Source: an optimization exercise on an open RTL-to-GDS flow (aim: small area, a short achievable clock period and few clock cycles). Production flows keep margins and buffers that such runs may drop.
Power and IR drop assume default switching activity.

## c2mux_dp
module c2mux_dp (
    input  wire        clk,
    input  wire        rst,           
    input  wire        enc_start,     
    input  wire [63:0] enc_id,        
    input  wire [3:0]  enc_idlen,
    input  wire [7:0]  enc_subid,     
    input  wire        enc_mcast,
    output wire        enc_busy,
    output wire        enc_done,
    output wire [47:0] addr,          
    output wire        addr_valid,
    output wire [2:0]  cfgerr,
    input  wire        smp_valid,
    input  wire [15:0] smp_data,      
    input  wire [31:0] thr,           
    output wire        est_done,
    output wire [39:0] sumsq,
    output wire        est_data       
);
Settings: LEC_CHECK=0, CAP_MARGIN=20, CORE_MARGIN=2, CORE_UTILIZATION=40, SETUP_SLACK_MARGIN=5, SLEW_MARGIN=20; clock period 10.0 ns.
run.sh (not shown) runs the stock make flow with config.mk's settings and CLKGATE_MAP_FILE= SYNTH_SCRIPT=/design/flow/synth_recipe.tcl, a recipe that flattens the netlist after the stock synthesis.
==> next run, changes <==
--- a/flow/config.mk
+++ b/flow/config.mk
@@ -9,4 +9,3 @@
 export CORE_MARGIN = 2
 export CORE_UTILIZATION = 40
-export SETUP_SLACK_MARGIN = 5
 export SLEW_MARGIN = 20
What happened: Setup slack is worse by 0.96 ns. Wire length drops by 1.6%. Clock power goes up by about 2%. Via count decreases by 0.97%. Die area stays the same. Total power goes up by 0.72%. Hold slack is better by 0.013 ns. Synthesized area is unchanged. Non-clock buffer count fell by 14.
No functional check of the RTL was part of any run of this note.

Setup of run A:
Another version of the RTL of c2mux_dp (not shown whole).
Size in the first run: about 1700 cells after synthesis, ~230 flip-flops, about 16000 um^2 of cells after synthesis.
// c2mux_dp
module c2mux_dp (
    input  wire        clk,
    input  wire        rst,           
    input  wire        enc_start,     
    input  wire [63:0] enc_id,        
    input  wire [3:0]  enc_idlen,
    input  wire [7:0]  enc_subid,     
    input  wire        enc_mcast,
    output wire        enc_busy,
    output wire        enc_done,
    output wire [47:0] addr,          
    output wire        addr_valid,
    output wire [2:0]  cfgerr,
    input  wire        smp_valid,
    input  wire [15:0] smp_data,      
    input  wire [31:0] thr,           
    output wire        est_done,
    output wire [39:0] sumsq,
    output wire        est_data       
);
==> flow/config.mk <==
export PLATFORM = sky130hd
export DESIGN_NAME = c2mux_dp
export DESIGN_NICKNAME = c2mux_dp
export VERILOG_FILES = /design/flow/design.v
export SDC_FILE = /design/flow/constraint.sdc
export NUM_CORES = 4
export LEC_CHECK = 0
export CAP_MARGIN = 20
export CORE_MARGIN = 2
export CORE_UTILIZATION = 60
export CTS_BUF_LIST = sky130_fd_sc_hd__clkbuf_4 sky130_fd_sc_hd__clkbuf_8
export SLEW_MARGIN = 20
==> flow/constraint.sdc <==
create_clock -name core_clock -period 10.0 [get_ports {clk}]
set_input_delay 2.0000 -clock core_clock [delete_from_list [all_inputs] [get_ports {clk}]]
set_output_delay 2.0000 -clock core_clock [all_outputs]
set_load 0.01 [all_outputs]
standard.sh (not shown) runs the stock make flow with config.mk's settings and CLKGATE_MAP_FILE= SYNTH_SCRIPT=/design/flow/synth_recipe.tcl, a recipe that flattens the netlist after the stock synthesis.
==> flow/flow/run.sh <==
#!/bin/bash
# Layout flow: the standard ORFS flow (standard.sh), with two changes to
# how the layout is made:
#  - ports are buffered with sky130_fd_sc_hd__buf_2 instead of the default
#    delay cell chosen by buffer_ports (still one buffer on every port);
#  - timing repair aims for more setup slack than the 10 ns clock needs.
# The clock period, SDC, synthesis, floorplan, power grid and tap cells are
# the standard flow's own. Each tool's output goes to the ORFS logs under orfs/logs and
# to flow.log here.
set -uo pipefail
bash standard.sh \
  BUFFER_PORTS_ARGS="-buffer_cell sky130_fd_sc_hd__buf_2" \
  SETUP_SLACK_MARGIN=6.5 \
  finish > flow.log 2>&1
st=$?
mkdir -p logs
cp -r orfs/logs/. logs/ 2>/dev/null || true
exit $st
For run B, these inputs were changed with respect to run A:
Settings: CORE_UTILIZATION now 40, was 60; SETUP_SLACK_MARGIN now 5, previously not set; CTS_BUF_LIST no longer set, was sky130_fd_sc_hd__clkbuf_4 sky130_fd_sc_hd__clkbuf_8.
==> flow/run.sh (new file) <==
#!/bin/bash
# synth_recipe.tcl (not shown) runs the flow's synth.tcl, then flattens the netlist and writes it again
# the make line also repeats each setting of config.mk as NAME=value (left out here)
make -C /OpenROAD-flow-scripts/flow DESIGN_CONFIG=/design/flow/config.mk WORK_HOME=/design/flow/orfs CLKGATE_MAP_FILE= SYNTH_SCRIPT=/design/flow/synth_recipe.tcl finish
removed: flow/flow/run.sh
removed: flow/standard.sh
==> comparison <==
- Run A -> run B: core outline area increased by more than a quarter
- Run B vs. run A: count of flip-flops with a built-in enable after synthesis flat, non-clock buffer count saw a decrease, wire length has increased.
- Re final worst-path setup slack: run B is 500 ps down on run A.
- Run B against run A: final total power now larger; power share of the combinational group now larger.
- Looking only at required time of the critical path, and setting everything else aside, the lower value of run A and run B goes to run A.
Modified inputs, run C compared to run B
Settings: SETUP_SLACK_MARGIN removed (was 5).
==> flow/flow/run.sh (new file) <==
#!/bin/bash
# Layout flow: the standard ORFS flow (standard.sh), with two changes to
# how the layout is made:
#  - ports are buffered with sky130_fd_sc_hd__buf_2 instead of the default
#    delay cell chosen by buffer_ports (still one buffer on every port);
#  - timing repair aims for more setup slack than the 10 ns clock needs.
# The clock period, SDC, synthesis, floorplan, power grid and tap cells are
# the standard flow's own. Each tool's output goes to the ORFS logs under orfs/logs and
# to flow.log here.
set -uo pipefail
bash standard.sh \
  BUFFER_PORTS_ARGS="-buffer_cell sky130_fd_sc_hd__buf_2" \
  SETUP_SLACK_MARGIN=6.5 \
  finish > flow.log 2>&1
st=$?
mkdir -p logs
cp -r orfs/logs/. logs/ 2>/dev/null || true
exit $st
==> flow/standard.sh (new file) <==
#!/bin/bash
# synth_recipe.tcl (not shown) runs the flow's synth.tcl, then flattens the netlist and writes it again
# the make line also repeats each setting of config.mk as NAME=value (left out here)
make -C /OpenROAD-flow-scripts/flow DESIGN_CONFIG=/design/flow/config.mk WORK_HOME=/design/flow/orfs CLKGATE_MAP_FILE= SYNTH_SCRIPT=/design/flow/synth_recipe.tcl "${@:-finish}"
removed: flow/run.sh
[summary]
- Run C went all the way through the flow, and no timing, DRC or antenna check failed.
- Between run C and run B, the final count of pins violating max slew figures differ only marginally.
- Per the comparison of run C with run B, wire length went up by 870 um; met1 global-route usage went up by 0.87 points; flip-flop and latch count was more or less identical; non-clock buffer instance count of the final layout went up by about 10%; clock period minus final worst setup slack went down by 460 ps.
- Compared with run B, run C degrades switching power.
- Run C ends up with a average wire length per cell after detail routing that is 1.2% higher than in run B.
- Comparing run C and run B, the lower total number of nets in the final design was measured on run B.
- Re depth of the worst hold-timing path: no difference whatsoever between run C and run B.
No functional check of the RTL was part of any run of this note.

==> re-timing with driven ports <==
No port has a modelled driver above. Below, the same layouts with a new extraction and two added sets of constraints.
Step 1 (the two cells are an assumption about what drives the block):
set clk [get_ports {clk}]
set_driving_cell -lib_cell sky130_fd_sc_hd__clkbuf_16 $clk
set_driving_cell -lib_cell sky130_fd_sc_hd__buf_2 [delete_from_list [all_inputs] $clk]
Step 2, shift: input delay + t, output delay - t, t = (earliest + latest rising clock arrival at the registers) / 2. This alone moves slack from input paths to output paths.
Three values: ideal, step 1, step 2; two values: the first two.
run	shift t [ns]	slack for setup (ns)	worst data-port slew with drivers (ns)	cell pins on the clock port's net
the first run of note 1	0.506	5.135 / 5.135 / 5.135	0.05	1
the second run of note 1	0.508	4.170 / 4.170 / 4.170	0.06	1
run A	0.594	5.907 / 5.907 / 5.907	0.06	1
run B	0.611	5.412 / 5.412 / 5.412	0.08	1
run C	0.620	5.872 / 5.872 / 5.872	0.08	1
After both steps every run listed still meets setup and hold.
